Background: an optimization exercise with open tools, aiming at small area, a short achievable clock period and few clock cycles. Do not read the settings as production practice.
In this exercise RTL edits were held to simulation tests only and were not proved equivalent to the original.
No activity file was given, so power comes from the tool's default toggle rates.

`flow/run.sh`:
```
#!/bin/bash
# synth_recipe.tcl (not shown) runs the flow's synth.tcl, then flattens the netlist and writes it again
# the make line also repeats each setting of config.mk as NAME=value (left out here)
make -C /OpenROAD-flow-scripts/flow DESIGN_CONFIG=/design/flow/config.mk WORK_HOME=/design/flow/orfs CLKGATE_MAP_FILE= SYNTH_SCRIPT=/design/flow/synth_recipe.tcl finish
```
`flow/config.mk`:
```
export PLATFORM = sky130hd
export DESIGN_NAME = sfc
export DESIGN_NICKNAME = sfc
export VERILOG_FILES = /design/flow/design.v
export SDC_FILE = /design/flow/constraint.sdc
export NUM_CORES = 8
export LEC_CHECK = 0
export CAP_MARGIN = 20
export CELL_PAD_IN_SITES_DETAIL_PLACEMENT = 1
export CELL_PAD_IN_SITES_GLOBAL_PLACEMENT = 2
export CORE_MARGIN = 2
export CORE_UTILIZATION = 30
export GPL_ROUTABILITY_DRIVEN = 1
export PLACE_DENSITY = 0.55
export SLEW_MARGIN = 20
```
`flow/design.v`:
```
module sfc (
    input  wire        clk,
    input  wire        rst,
    input  wire        h_valid,
    input  wire        h_write,
    input  wire [11:0] h_addr,
    input  wire [1:0]  h_size,      
    input  wire [31:0] h_wdata,
    output reg         h_ready,
    output reg  [31:0] h_rdata,
    output reg         h_err,
    output reg         tx_valid,
    output reg  [7:0]  tx_data,
    input  wire        tx_ready,
    input  wire        tx_err,
    input  wire [7:0]  tx_code,
    output wire        cs,
    output wire        disp
);
    localparam CMD_BYTE = 8'h80;
    function [7:0] rev8(input [7:0] b);
        integer i;
        begin
            for (i = 0; i < 8; i = i + 1) rev8[i] = b[7-i];
        end
    endfunction
    reg        v_r, w_r;
    reg [11:0] a_r;
    reg [1:0]  sz_r;
    reg [31:0] d_r;
    reg        compl_r;
    always @(posedge clk) begin
        w_r  <= h_write;
        a_r  <= h_addr;
        sz_r <= h_size;
        d_r  <= h_wdata;
        if (rst) begin
            v_r     <= 1'b0;
            compl_r <= 1'b0;
        end else begin
            v_r     <= h_valid;
            compl_r <= h_ready;
        end
    end
    reg [41:0] grid;
    reg [5:0]  seg;
    reg [1:0]  len;
    reg [2:0]  y;
    reg        rising;
    reg        finished;
    reg [31:0] tickcnt;
    reg        btn_prev;
    reg [5:0]  oam_count;
    reg        prev_valid;
    reg        drawn;
    reg [41:0] pg;           
    reg [5:0]  ps;
    reg [2:0]  py;
    reg        oam_ok;       
    reg        terr, cerr;
    reg [1:0]  ei_cause;
    reg [7:0]  ei_row;
    reg [4:0]  ei_byte;
    reg [7:0]  ei_tcode;
    reg        disp_en;
    reg        busy;
    assign cs   = busy;
    assign disp = disp_en;
    localparam OW = 53;      
    reg [48*OW-1:0] ring;
    reg [5:0]  ph;
    wire [OW-1:0] ea = ring[0*OW +: OW];
    wire [OW-1:0] eb = ring[24*OW +: OW];
    wire [5:0] ph_b = (ph < 6'd24) ? ph + 6'd24 : ph - 6'd24;
    reg        wa_lo, wa_hi, wb_lo, wb_hi;    
    reg [OW-1:0] wd;                          
    always @(posedge clk) begin
        ring <= {ring[0 +: OW], ring[OW +: 47*OW]};
        if (wa_lo) ring[47*OW +: 32]      <= wd[31:0];
        if (wa_hi) ring[47*OW+32 +: 21]   <= wd[52:32];
        if (wb_lo) ring[23*OW +: 32]      <= wd[31:0];
        if (wb_hi) ring[23*OW+32 +: 21]   <= wd[52:32];
    end
    always @(posedge clk) begin
        if (rst) ph <= 6'd0;
        else     ph <= (ph == 6'd47) ? 6'd0 : ph + 6'd1;
    end
    reg [4:0] clr_left;
    wire clearing = (clr_left != 5'd0);
    always @(posedge clk) begin
        if (rst)           clr_left <= 5'd24;
        else if (clearing) clr_left <= clr_left - 5'd1;
    end
    localparam A_CMD = 12'h000, A_STATUS = 12'h004, A_ERRINFO = 12'h008,
               A_CTRL = 12'h00C, A_GRID_LO = 12'h010, A_GRID_HI = 12'h014,
               A_SIMSTAT = 12'h018, A_TICKCNT = 12'h01C, A_OAM_COUNT = 12'h020;
    wire       is_oam   = (a_r >= 12'h100) && (a_r <= 12'h27F);
    wire [5:0] oam_k    = a_r[8:3] - 6'h20;
    wire       mapped   = (a_r <= A_OAM_COUNT) || is_oam;
    wire       bad      = (sz_r != 2'd2) || (a_r[1:0] != 2'b00) || !mapped;
    reg  p2;                                   
    wire act = v_r && !h_ready && !compl_r;
    reg  mat;                                  
    wire obusy = mat || clearing;
    wire [3:0] op  = d_r[3:0];
    wire       btn = d_r[8];
    wire wr_cmd   = w_r && (a_r == A_CMD);
    wire wr_cnt   = w_r && (a_r == A_OAM_COUNT);
    wire wr_oam   = w_r && is_oam;
    wire guarded  = wr_cmd || wr_cnt || wr_oam;
    wire at_a     = (ph == oam_k);
    wire at_b     = (ph_b == oam_k);
    reg  fin;
    always @* begin
        fin = 1'b1;
        if (p2) fin = 1'b1;
        else if (bad) fin = 1'b1;
        else if (!w_r) begin
            if (is_oam)                   fin = !obusy && at_a;
            else if (a_r == A_OAM_COUNT)  fin = !obusy;
        end else if (guarded && busy) fin = 1'b1;
        else if (guarded && obusy) fin = 1'b0;
        else if (wr_oam) fin = at_a || at_b;
        else if (wr_cmd && !op[3] && (op == 4'h6 || op == 4'h7)) fin = 1'b0;   
    end
    wire go       = act && !p2;                        
    wire good_w   = go && !bad && w_r;
    wire busy_wr  = good_w && guarded && busy;
    wire cmd_ok   = good_w && wr_cmd && !busy && !obusy;
    wire cmd_resv = cmd_ok && op[3];
    wire do_press = cmd_ok && (op == 4'h1);
    wire do_tick  = cmd_ok && (op == 4'h2);
    wire do_init  = cmd_ok && (op == 4'h3);
    wire do_build = cmd_ok && (op == 4'h4);
    wire do_comp  = cmd_ok && (op == 4'h5);
    wire do_frame = cmd_ok && (op == 4'h6);
    wire do_period= cmd_ok && (op == 4'h7);
    wire do_cnt   = good_w && wr_cnt && !busy && !obusy;
    wire do_oamw  = good_w && wr_oam && !busy && !obusy && (at_a || at_b);
    wire edge_det = !btn_prev && btn;
    reg [41:0] t_grid;
    reg [5:0]  t_seg;
    reg [1:0]  t_len;
    reg [2:0]  t_y;
    reg        t_rising;
    reg        t_finished;
    reg [31:0] t_tickcnt;
    reg        t_rin;
    reg [3:0]  t_ynext;
    reg [5:0]  t_below;
    reg        t_gap, t_done;
    reg [2:0]  t_dst;
    integer    tx, ti;
    always @* begin
        t_rin      = rising | (do_period & edge_det);
        t_grid     = grid;
        t_seg      = seg;
        t_len      = len;
        t_y        = y;
        t_rising   = t_rin;
        t_finished = finished;
        t_tickcnt  = tickcnt;
        t_ynext    = 4'd0;
        t_below    = 6'd0;
        t_gap      = 1'b0;
        t_done     = 1'b0;
        t_dst      = 3'd0;
        if (finished) begin
            if (t_rin) begin
                t_grid     = 42'd0;
                t_seg      = 6'b000111;
                t_len      = 2'd3;
                t_y        = 3'd0;
                t_rising   = 1'b0;
                t_finished = 1'b0;
                t_tickcnt  = 32'd0;
            end
        end else begin
            t_tickcnt = tickcnt + 32'd1;
            if (t_rin) begin
                t_below = (y == 3'd0) ? 6'b111111 : grid[(y - 3'd1) * 6 +: 6];
                for (tx = 0; tx < 6; tx = tx + 1) begin
                    if (seg[tx]) begin
                        if (t_below[tx]) t_grid[y * 6 + tx] = 1'b1;
                        else             t_len = t_len - 2'd1;
                    end
                end
                t_ynext = {1'b0, y} + 4'd1;
                if (t_len == 2'd0 || t_ynext == 4'd7) begin
                    t_y        = 3'd0;
                    t_rising   = 1'b0;
                    t_finished = 1'b1;
                    t_seg      = 6'd0;
                    t_done     = 1'b1;
                end else begin
                    t_y   = t_ynext[2:0];
                    t_seg = (6'd1 << t_len) - 6'd1;
                end
            end
            if (!t_done) begin
                t_rising = 1'b0;
                if (t_tickcnt[2:0] == 3'd0) begin
                    for (ti = 0; ti <= 6; ti = ti + 1) begin
                        if (!t_done) begin
                            if (!t_gap) begin
                                if (!t_seg[ti % 6]) t_gap = 1'b1;
                            end else if (t_seg[ti % 6]) begin
                                t_seg[ti % 6] = 1'b0;
                                t_dst = ((ti % 6) + t_len) % 6;
                                t_seg[t_dst] = 1'b1;
                                t_done = 1'b1;
                            end
                        end
                    end
                end
            end
        end
    end
    always @(posedge clk) begin
        if (rst) begin
            grid     <= 42'd0;
            seg      <= 6'b000111;
            len      <= 2'd3;
            y        <= 3'd0;
            rising   <= 1'b0;
            finished <= 1'b0;
            tickcnt  <= 32'd0;
            btn_prev <= 1'b0;
        end else begin
            if (do_period) btn_prev <= btn;
            if (do_init) begin
                grid     <= 42'd0;
                seg      <= 6'b000111;
                len      <= 2'd3;
                y        <= 3'd0;
                rising   <= 1'b0;
                finished <= 1'b0;
                tickcnt  <= 32'd0;
            end else if (do_press) begin
                rising <= 1'b1;
            end else if (do_tick || do_period) begin
                grid     <= t_grid;
                seg      <= t_seg;
                len      <= t_len;
                y        <= t_y;
                rising   <= t_rising;
                finished <= t_finished;
                tickcnt  <= t_tickcnt;
            end
        end
    end
    reg [41:0] sy;
    always @* begin
        sy = 42'd0;
        case (y)
            3'd0: sy[0  +: 6] = seg;
            3'd1: sy[6  +: 6] = seg;
            3'd2: sy[12 +: 6] = seg;
            3'd3: sy[18 +: 6] = seg;
            3'd4: sy[24 +: 6] = seg;
            3'd5: sy[30 +: 6] = seg;
            default: sy[36 +: 6] = seg;
        endcase
    end
    reg [41:0] sy_pre;       
    integer pi;
    always @* begin
        sy_pre[0] = sy[0];
        for (pi = 1; pi < 42; pi = pi + 1) sy_pre[pi] = sy_pre[pi-1] | sy[pi];
    end
    wire        c_inc = ((grid & sy_pre) == 42'd0);
    wire [41:0] c_g   = c_inc ? (grid | sy) : grid;
    wire [5:0]  c_s   = c_inc ? 6'd0 : seg;
    wire [2:0]  c_y   = c_inc ? 3'd0 : y;
    wire        same  = prev_valid && (c_g == pg) && (c_s == ps) && (c_y == py);
    reg        mat_run;      
    reg        mat_pb;       
    reg [5:0]  bp;           
    reg [5:0]  bn;           
    wire [47:0] cells = {seg, grid};
    reg  [47:0] cand;
    integer ci;
    always @* begin
        for (ci = 0; ci < 48; ci = ci + 1) cand[ci] = cells[ci] && (ci >= bp);
    end
    wire [47:0] first = cand & (~cand + 48'd1);
    wire        bfound = (cand != 48'd0);
    reg  [5:0]  fpos;
    reg  [2:0]  frow, fcol;
    integer fi;
    always @* begin
        fpos = 6'd0; frow = 3'd0; fcol = 3'd0;
        for (fi = 0; fi < 48; fi = fi + 1) begin
            if (first[fi]) begin
                fpos = fi;
                if (fi < 42) begin frow = fi / 6; fcol = fi % 6; end
                else begin frow = y; fcol = fi - 42; end
            end
        end
    end
    wire [7:0]  bx = fcol * 8'd24;
    wire [2:0]  brow_inv = 3'd6 - frow;
    wire [7:0]  by = brow_inv * 8'd24;
    wire [OW-1:0] bobj = {8'd0, 8'd24, 5'd3, 8'd0, by, 8'd0, bx};
    wire mat_start;
    wire mat_align_a = (ph == 6'd0);
    wire mat_align_b = (ph == 6'd24);
    always @(posedge clk) begin
        if (rst) begin
            mat     <= 1'b0;
            mat_run <= 1'b0;
            mat_pb  <= 1'b0;
            bp      <= 6'd0;
            bn      <= 6'd0;
        end else if (mat_start) begin
            mat     <= 1'b1;
            mat_run <= 1'b0;
            bp      <= 6'd0;
            bn      <= 6'd0;
        end else if (mat) begin
            if (!mat_run) begin
                if (mat_align_a || mat_align_b) begin
                    mat_run <= 1'b1;
                    mat_pb  <= mat_align_b;
                    if (bfound) begin
                        bp <= fpos + 6'd1;
                        bn <= 6'd1;
                    end else mat <= 1'b0;
                end
            end else begin
                if (bfound) begin
                    bp <= fpos + 6'd1;
                    bn <= bn + 6'd1;
                end else mat <= 1'b0;
            end
        end
    end
    wire mat_wr  = mat && bfound && (mat_run || mat_align_a || mat_align_b);
    wire mat_wpb = mat_run ? mat_pb : mat_align_b;
    wire mat_end = mat && !bfound && (mat_run || mat_align_a || mat_align_b);
    wire [OW-1:0] hobj = {d_r[23:16], d_r[15:8], d_r[7:3], d_r[31:0]};
    always @* begin
        wa_lo = 1'b0; wa_hi = 1'b0; wb_lo = 1'b0; wb_hi = 1'b0;
        wd    = hobj;
        if (rst || clearing) begin
            wd = {OW{1'b0}};
            wa_lo = 1'b1; wa_hi = 1'b1; wb_lo = 1'b1; wb_hi = 1'b1;
        end else if (mat_wr) begin
            wd = bobj;
            if (mat_wpb) begin wb_lo = 1'b1; wb_hi = 1'b1; end
            else         begin wa_lo = 1'b1; wa_hi = 1'b1; end
        end else if (do_oamw) begin
            if (at_a) begin wa_lo = !a_r[2]; wa_hi = a_r[2]; end
            else      begin wb_lo = !a_r[2]; wb_hi = a_r[2]; end
        end
    end
    wire p2_redraw = p2 && !same;
    wire p2_same   = p2 && same;
    assign mat_start = do_build || p2_redraw || (p2_same && !oam_ok);
    wire start_snap = p2_redraw;
    wire start_gen  = do_comp;
    wire [31:0] status_word  = {26'd0, drawn, prev_valid, busy, cerr, terr, busy};
    wire [31:0] errinfo_word = {ei_tcode, 3'd0, ei_byte, ei_row, 4'd0, 2'd0, ei_cause};
    wire [31:0] simstat_word = {13'd0, btn_prev, finished, rising, 1'b0, y,
                                2'd0, len, 2'd0, seg};
    reg  [31:0] rd_word;
    always @* begin
        if (is_oam) begin
            if (a_r[2] == 1'b0) rd_word = ea[31:0];
            else                rd_word = {8'd0, ea[52:45], ea[44:37], ea[36:32], 3'b000};
        end else begin
            case (a_r)
                A_STATUS:    rd_word = status_word;
                A_ERRINFO:   rd_word = errinfo_word;
                A_CTRL:      rd_word = {31'd0, disp_en};
                A_GRID_LO:   rd_word = grid[31:0];
                A_GRID_HI:   rd_word = {22'd0, grid[41:32]};
                A_SIMSTAT:   rd_word = simstat_word;
                A_TICKCNT:   rd_word = tickcnt;
                A_OAM_COUNT: rd_word = {26'd0, oam_count};
                default:     rd_word = 32'd0;
            endcase
        end
    end
    wire done_acc = act && fin;
    always @(posedge clk) begin
        h_rdata <= rd_word;
        if (rst) begin
            h_ready <= 1'b0;
            h_err   <= 1'b0;
            p2      <= 1'b0;
        end else begin
            h_ready <= done_acc;
            h_err   <= done_acc && !p2 && bad;
            if (p2) p2 <= 1'b0;
            else if (do_frame || do_period) p2 <= 1'b1;
        end
    end
    always @(posedge clk) begin
        if (rst) begin
            oam_count  <= 6'd0;
            prev_valid <= 1'b0;
            drawn      <= 1'b0;
            oam_ok     <= 1'b0;
        end else begin
            if (do_cnt) begin
                oam_count <= (d_r > 32'd48) ? 6'd48 : d_r[5:0];
                oam_ok    <= 1'b0;
            end
            if (do_oamw || do_build) oam_ok <= 1'b0;
            if (mat_end) oam_count <= bn;
            if (p2_redraw) begin
                pg         <= c_g;
                ps         <= c_s;
                py         <= c_y;
                prev_valid <= 1'b1;
                drawn      <= 1'b1;
                oam_ok     <= 1'b1;
            end else if (p2_same) begin
                drawn      <= 1'b0;
                oam_ok     <= 1'b1;
            end
        end
    end
    reg        gen;           
    reg        acc_run;
    reg [4:0]  wc;
    reg [7:0]  wrow;
    reg        a_full, b_full;
    reg [143:0] abuf, bbuf;
    function [11:0] qr(input [4:0] w8);      
        case (w8)
            5'd0: qr = {7'd0, 5'd0};
            5'd1: qr = {7'd72, 5'd0};
            5'd2: qr = {7'd36, 5'd0};
            5'd3: qr = {7'd24, 5'd0};
            5'd4: qr = {7'd18, 5'd0};
            5'd5: qr = {7'd14, 5'd2};
            5'd6: qr = {7'd12, 5'd0};
            5'd7: qr = {7'd10, 5'd2};
            5'd8: qr = {7'd9, 5'd0};
            5'd9: qr = {7'd8, 5'd0};
            5'd10: qr = {7'd7, 5'd2};
            5'd11: qr = {7'd6, 5'd6};
            5'd12: qr = {7'd6, 5'd0};
            5'd13: qr = {7'd5, 5'd7};
            5'd14: qr = {7'd5, 5'd2};
            5'd15: qr = {7'd4, 5'd12};
            5'd16: qr = {7'd4, 5'd8};
            5'd17: qr = {7'd4, 5'd4};
            5'd18: qr = {7'd4, 5'd0};
            5'd19: qr = {7'd3, 5'd15};
            5'd20: qr = {7'd3, 5'd12};
            5'd21: qr = {7'd3, 5'd9};
            5'd22: qr = {7'd3, 5'd6};
            5'd23: qr = {7'd3, 5'd3};
            5'd24: qr = {7'd3, 5'd0};
            5'd25: qr = {7'd2, 5'd22};
            5'd26: qr = {7'd2, 5'd20};
            5'd27: qr = {7'd2, 5'd18};
            5'd28: qr = {7'd2, 5'd16};
            5'd29: qr = {7'd2, 5'd14};
            5'd30: qr = {7'd2, 5'd12};
            5'd31: qr = {7'd2, 5'd10};
            default: qr = 12'd0;
        endcase
    endfunction
    function [14:0] span(input [OW-1:0] e, input [5:0] idx, input [5:0] cnt,
                         input [7:0] row);
        reg [15:0] ox, oy;
        reg [4:0]  w8, xb, f;
        reg [7:0]  oh, oa, dy;
        reg [6:0]  q;
        reg [4:0]  r;
        reg [5:0]  xe;
        reg        v, full;
        begin
            ox = e[15:0]; oy = e[31:16]; w8 = e[36:32]; oh = e[44:37]; oa = e[52:45];
            {q, r} = qr(w8);
            dy   = row - oy[7:0];
            full = ({1'b0, dy} < {2'b00, q});
            v    = (idx < cnt) && (oa == 8'd0) && (w8 != 5'd0) &&
                   (ox[15:8] == 8'd0) && (ox[7:0] < 8'd144) &&
                   (oy[15:8] == 8'd0) && (row >= oy[7:0]) && (dy < oh) &&
                   (full || ({1'b0, dy} == {2'b00, q} && r != 5'd0));
            f    = full ? w8 : r;
            xb   = ox[7:3];
            xe   = {1'b0, xb} + {1'b0, f};
            span = {v, xb, ox[2:0], xe};
        end
    endfunction
    function [143:0] smask(input [14:0] sp);
        reg       v;
        reg [4:0] xb;
        reg [2:0] s;
        reg [5:0] xe;
        reg [7:0] lo;
        integer b;
        begin
            {v, xb, s, xe} = sp;
            lo = 8'hFF >> s;
            for (b = 0; b < 18; b = b + 1) begin
                if (!v)                        smask[b*8 +: 8] = 8'h00;
                else if (b == xb)              smask[b*8 +: 8] = lo;
                else if (b > xb && b < xe)     smask[b*8 +: 8] = 8'hFF;
                else if (b == xe)              smask[b*8 +: 8] = ~lo;
                else                           smask[b*8 +: 8] = 8'h00;
            end
        end
    endfunction
    wire [14:0]  sp_a = span(ea, ph,   oam_count, wrow);
    wire [14:0]  sp_b = span(eb, ph_b, oam_count, wrow);
    wire [143:0] m_ab = acc_run ? (smask(sp_a) | smask(sp_b)) : 144'd0;
    wire         w_last = acc_run && (wc == 5'd23);
    wire         xfer_now  = w_last && !a_full;
    wire         xfer_late = b_full && !a_full;
    wire         xfer = xfer_now || xfer_late;
    reg        pact;
    reg [7:0]  prow;
    reg [4:0]  ppos;
    wire       fire = tx_valid && tx_ready;
    wire       pslot = !tx_valid || tx_ready;
    wire       pdata = (ppos >= 5'd2);
    wire       avail = !pdata || !gen || a_full;
    wire       push  = busy && pact && pslot && avail;
    wire       prow_last = (prow == 8'd167);
    wire       ppos_last = (ppos == 5'd19);
    wire       abort = fire && tx_err;
    reg [2:0] s_row;
    always @* begin
        if      (prow < 8'd24)  s_row = 3'd6;
        else if (prow < 8'd48)  s_row = 3'd5;
        else if (prow < 8'd72)  s_row = 3'd4;
        else if (prow < 8'd96)  s_row = 3'd3;
        else if (prow < 8'd120) s_row = 3'd2;
        else if (prow < 8'd144) s_row = 3'd1;
        else                    s_row = 3'd0;
    end
    wire [4:0] bc = ppos - 5'd2;
    reg  [2:0] s_col;
    always @* begin
        if      (bc < 5'd3)  s_col = 3'd0;
        else if (bc < 5'd6)  s_col = 3'd1;
        else if (bc < 5'd9)  s_col = 3'd2;
        else if (bc < 5'd12) s_col = 3'd3;
        else if (bc < 5'd15) s_col = 3'd4;
        else                 s_col = 3'd5;
    end
    wire [5:0] s_rowbits = pg[s_row * 6 +: 6] | ((py == s_row) ? ps : 6'd0);
    wire       s_fill = s_rowbits[s_col];
    wire [7:0] a_byte = abuf[bc * 8 +: 8];
    wire [7:0] pbyte = (ppos == 5'd0) ? CMD_BYTE :
                       (ppos == 5'd1) ? rev8(prow) :
                       gen ? ~a_byte : {8{~s_fill}};
    always @(posedge clk) begin
        if (rst) begin
            busy     <= 1'b0;
            pact     <= 1'b0;
            gen      <= 1'b0;
            prow     <= 8'd0;
            ppos     <= 5'd0;
            tx_valid <= 1'b0;
            tx_data  <= 8'd0;
            acc_run  <= 1'b0;
            wc       <= 5'd0;
            wrow     <= 8'd0;
            a_full   <= 1'b0;
            b_full   <= 1'b0;
        end else if (start_snap || start_gen) begin
            busy     <= 1'b1;
            pact     <= 1'b1;
            gen      <= start_gen;
            prow     <= 8'd0;
            ppos     <= 5'd1;
            tx_valid <= 1'b1;
            tx_data  <= CMD_BYTE;
            acc_run  <= start_gen;
            wc       <= 5'd0;
            wrow     <= 8'd0;
            a_full   <= 1'b0;
            b_full   <= 1'b0;
        end else if (abort) begin
            busy     <= 1'b0;
            pact     <= 1'b0;
            tx_valid <= 1'b0;
            acc_run  <= 1'b0;
            a_full   <= 1'b0;
            b_full   <= 1'b0;
        end else begin
            if (fire && !pact) busy <= 1'b0;
            if (push) begin
                tx_valid <= 1'b1;
                tx_data  <= pbyte;
                if (!ppos_last) ppos <= ppos + 5'd1;
                else begin
                    ppos <= 5'd0;
                    prow <= prow + 8'd1;
                    if (prow_last) pact <= 1'b0;
                end
            end else if (fire) begin
                tx_valid <= 1'b0;
            end
            if (push && ppos_last && gen) a_full <= 1'b0;
            if (xfer) a_full <= 1'b1;
            if (acc_run) begin
                if (wc == 5'd23) begin
                    wc <= 5'd0;
                    if (a_full) begin
                        b_full  <= 1'b1;
                        acc_run <= 1'b0;
                    end else if (wrow == 8'd167) begin
                        acc_run <= 1'b0;
                    end else begin
                        wrow <= wrow + 8'd1;
                    end
                end else begin
                    wc <= wc + 5'd1;
                end
            end else if (xfer_late) begin
                b_full <= 1'b0;
                if (wrow != 8'd167) begin
                    acc_run <= 1'b1;
                    wrow    <= wrow + 8'd1;
                end
            end
        end
    end
    always @(posedge clk) begin
        if (start_gen || xfer) bbuf <= 144'd0;
        else                   bbuf <= bbuf | m_ab;
        if (xfer) abuf <= bbuf | m_ab;
    end
    wire [7:0] c_row  = (ppos == 5'd0) ? prow - 8'd1 : prow;
    wire [4:0] c_byte = (ppos == 5'd0) ? 5'd19 : ppos - 5'd1;
    always @(posedge clk) begin
        if (rst) begin
            terr     <= 1'b0;
            cerr     <= 1'b0;
            ei_cause <= 2'd0;
            ei_row   <= 8'd0;
            ei_byte  <= 5'd0;
            ei_tcode <= 8'd0;
            disp_en  <= 1'b0;
        end else begin
            if (good_w && a_r == A_STATUS) begin
                if (d_r[1]) terr <= 1'b0;
                if (d_r[2]) cerr <= 1'b0;
            end
            if (good_w && a_r == A_CTRL) disp_en <= d_r[0];
            if (busy_wr || cmd_resv) begin
                cerr     <= 1'b1;
                ei_cause <= busy_wr ? 2'd2 : 2'd3;
                ei_row   <= 8'd0;
                ei_byte  <= 5'd0;
                ei_tcode <= 8'd0;
            end
            if (busy && abort) begin
                terr     <= 1'b1;
                ei_cause <= 2'd1;
                ei_row   <= c_row;
                ei_byte  <= c_byte;
                ei_tcode <= tx_code;
            end
        end
    end
endmodule
```
`flow/constraint.sdc`:
```
create_clock -name core_clock -period 15.0 [get_ports {clk}]
set_input_delay 3.0000 -clock core_clock [delete_from_list [all_inputs] [get_ports {clk}]]
set_output_delay 3.0000 -clock core_clock [all_outputs]
set_load 0.01 [all_outputs]
```
==> metrics.md <==
| Metric | Value |
|---|---|
| HPWL Detailed | `209 mm` |
| Syn_area_per_cell | `11.9 um2` |
| Critical Path End Type | `flop` |
| Core Region | `309,000 um2` |
| Post-CTS Hold Fix Bufs | `0` |
| Final Instance Count excl. Fillers | `12,400` |
| Worst EP arrival | `10,130 ps` |
| Crit path max-delay family | `compound AO/OA/AOI/OAI gates` |
| Placer Congestion | `0.856` |
| Commonest non-fill, non-tap cell in the layout | `dfxtp_1` |
| Row count | `204` |
| Mapped Area | `93,500 um2` |
| Area of the die | `316,000 um2` |
| Slowest-stage cell, CP | `fa_1` |
| CTS max path bufs | `4` |
| # nets final | `8,263` |
| Initial antenna violation count | `28` |
| Yosys cell types | `98` |
| Clk pin slew, worst setup/hold paths | `70 ps` |
| Post-synth net total | `8,075` |
| Number of enable flip-flop cells after synthesis | `195` |
| Measured slew at the worst slew-check pin | `1160 ps` |
| Vias per cell | `4.82` |
| CP dominant cell by count | `and2_1` |
| Flop pwr share | `50.7%` |
| Vias in the first global route | `61,600` |
| Psw | `0.00353 W` |
| IO buf count | `104` |
| FF+latch count, synth | `3,181` |
| CTS tree | `done` |
| Hold Crit Class | `flop to flop` |
| Clk network pwr share | `48.6%` |
| First-pass GRT wire length | `441 mm` |
| # H-tree levels | `5` |
| Sequential area share after synthesis | `70.2%` |
| Clk_skew | `150 ps` |
| Layout cells sized above 1 | `10.3%` |
| Tcrit/Tclk final | `61.9%` |
| Via count | `59,900` |
| DIE WIDTH | `562 um` |
| GRT met3 Usage | `2.66%` |
| Sink Count | `3,181` |
| Synth warnings | `1` |
| Switching Share | `20.8%` |
| Buf+Inv Stages, Crit Path | `2` |
| Placed Area | `99,600 um2` |
| End-of-flow core utilization | `35.8%` |
| Cells along the critical path | `inv_1 -> ha_1 -> xor2_1 -> fa_1 -> mux4_2 -> a221oi_1 -> a211oi_1 -> a311oi_1 -> and2_1 -> o21a_1 -> o22ai_1 -> a211oi_1 -> xnor2_1 -> a21oi_1 -> inv_1 -> ha_1 -> a32o_1 -> a221o_1 -> and2_1 -> nand2_1 -> o22ai_1 -> and2_1 -> a31o_2 -> a21o_1` |
| Area grow syn2layout | `18.5%` |
| Final instance area | `111,000 um2` |
| Clock latency on the worst-skew pair | `990 ps` |
| Final setup vio count | `0` |
| Post-synth top flop | `dfxtp_1` |
| Gate power share | `0.7%` |
| Hold Slack | `279 ps` |
| Power density cells | `153 nW/um2` |
| Routing usage on met1 | `25.6%` |
| WP data required | `15,840 ps` |
| Starting Density | `30.2%` |
| Max_slew headroom | `22.1%` |
| Max IR drop VDD | `0.000118 V` |
| Antenna-violating nets left | `0` |
| Largest net degree at the start of global routing | `146` |
| Count of final hold-check violations | `0` |
| Status | `timing/DRC/antenna clean` |
| DRC viols | `0` |
| Pint | `0.0134 W` |
| Max-cap violations | `0` |
| CP max stage delay | `1060 ps` |
| Unrepaired setup endpoints after global routing | `false` |
| Most frequent cells in the layout | `dfxtp_1, nand2_1, nor2_1, o22ai_1, o21ai_0` |
| 1st-pass router iterations | `6` |
| Worst-path fanout max | `16` |
| Total Wirelength | `304 mm` |
| Setup TNS | `0 ps` |
| Post-cts sizing count | `0` |
| WS Path Type | `flop to flop` |
| Final min period | `9290 ps` |
| Cell count after synthesis | `7,868` |
| CTS Buf Count | `328` |
| GR Util met2 | `30.6%` |
| Drt wl/cell | `24.5 um` |
| Async SR Flop Fraction | `0%` |
| Crit path launch type | `flop` |
| Leak pwr | `42.6 nW` |
| DP Cell Count | `11,800` |
| Root Buffer | `clkbuf_16` |
| Remaining Overflow, GRT | `0` |
| Busiest grt layer | `met2` |
| Max Clk Rate | `108 MHz` |
| Chip Height | `562 um` |
| Drt first-iter violations | `4,004` |
| GRT Total Usage | `18.9%` |
| IO Pins | `105` |
| Post-CTS setup buffers | `0` |
| Final Slew Violations | `0` |
[area by class of cell]
cell class / count / area (um2)
Antenna cell: 3 / 7.51
Clock buffer: 461 / 9460
Clock inverter: 132 / 1720
Fill cell: 32900 / 199000
Inverter: 228 / 856
Multi-Input combinational cell: 4054 / 25700
Sequential cell: 3181 / 65600
Tap cell: 4120 / 5150
Timing Repair Buffer: 263 / 2260
[final timing paths]
kind              from         to  slack, ps  depth (start not counted)
max reg2reg       y[1]     seg[2]       5710                         24
max               y[1]     seg[2]       5710                         24
min          ring[941]  ring[888]        280                          0
min reg2reg  ring[941]  ring[888]        280                          0
[worst register-to-register path: stages (launching register included)]
cell and delay (ps):
dfxtp_1 760, inv_1 510, ha_1 620, xor2_1 300, fa_1 1060, mux4_2 600
a221oi_1 320, a211oi_1 110, a311oi_1 850, and2_1 350, o21a_1 160, o22ai_1 80
a211oi_1 450, xnor2_1 150, a21oi_1 540, inv_1 210, ha_1 380, a32o_1 270
a221o_1 340, and2_1 240, nand2_1 90, o22ai_1 160, and2_1 240, a31o_2 240
a21o_1 150
[power by group through the flow]
stage	Clock, W	Sequential (W)	Combinational [W]
after floorplan	0	0.00877	0.0000672
after global placement	0	0.00879	0.000127
after detailed placement	0	0.00879	0.000129
after CTS	0.00853	0.00860	0.000129
after global routing	0.00890	0.00860	0.000138
final	0.00825	0.00860	0.000127
[metrics by stage]
step           setup WS [ps]  power (W)
2_1_floorplan           7010    0.00884
3_3_place_gp            5840    0.00891
3_5_place_dp            5800    0.00892
4_1_cts                 5730     0.0173
5_1_grt                 5110     0.0176
6_report                5710     0.0170
[kinds of logic after synthesis]
group | count (synthesis) | synth area share [%]
fa+ha+maj | 149 | 2.06
simple gates | 1937 | 9.87
mux | 191 | 2.61
compound gates | 1668 | 11.6
xor+xnor | 109 | 1.05
buf+inv | 633 | 2.57
flops | 3181 | 70.2
[state kept, by name, indices dropped and copies added, names as in the netlist, 12 cells and up, named ones only]
name / flops
a_r: 12
abuf: 144
bbuf: 144
d_r: 32
grid: 42
h_rdata: 32
pg: 42
ring: 2544
tickcnt: 32
[per-layer routing]
layer  routed length (um)  vias up
met4                10700        6
met2               139000     1377
met1               141000    30200
met3                13500      498
met5                   41        -
li1                     -    27800
[cell usage after synthesis, drive strengths merged (18+ instances only)]
cell type  count  area (um2)
a32oi         28         245
o21bai        28         210
nor2b        210        1310
o221ai        20         175
o21ai        363        1820
a211oi        37         288
o211ai        41         308
o2111ai       22         193
inv          223         837
mux2          34         383
o32ai         19         166
mux2i        118        1180
a21oi        295        1480
o31ai         28         215
nand2        560        2100
a31oi         25         156
edfxtp       195        5860
or3           18         113
nand3b        21         170
nand4         57         357
buf           44         193
a222oi        33         330
o22ai        355        2220
nor4          51         334
a21o         173        1300
and3          38         238
xor2          45         394
mux4          39         878
dfxtp       2986       59800
or2           21         131
ha           138        1730
xnor2         62         543
nor2         554        2080
nand2b        46         288
nand3        152         761
nor3          98         495
and2          43         269
clkbuf       361        1360
a22oi         32         240
Testbench counts, summed over its fixed seeds: cycles 365,394.

-- afterwards: timing with drivers on the ports --
How much do the figures lean on ideal ports? The routed layout below was timed once more, with nothing changed but the port constraints. Step 1: set_driving_cell puts a clkbuf_16 on clk and a buf_2 on each other input, an assumption about the parent block. Step 2 also shifts input and output timing later by t, the mid clock arrival at the registers, as if the neighbouring blocks saw the same clock. Three values: ideal, step 1, step 2; two values: the first two.
t (ns): 1.014
setup slack, ns: 5.712 / 5.712 / 5.712
pins driven straight from the clock port: 1
After both steps this run still meets setup and hold. For this run, drivers alone change the setup slack by 0.000 ns; drivers and shift together by 0.000 ns.
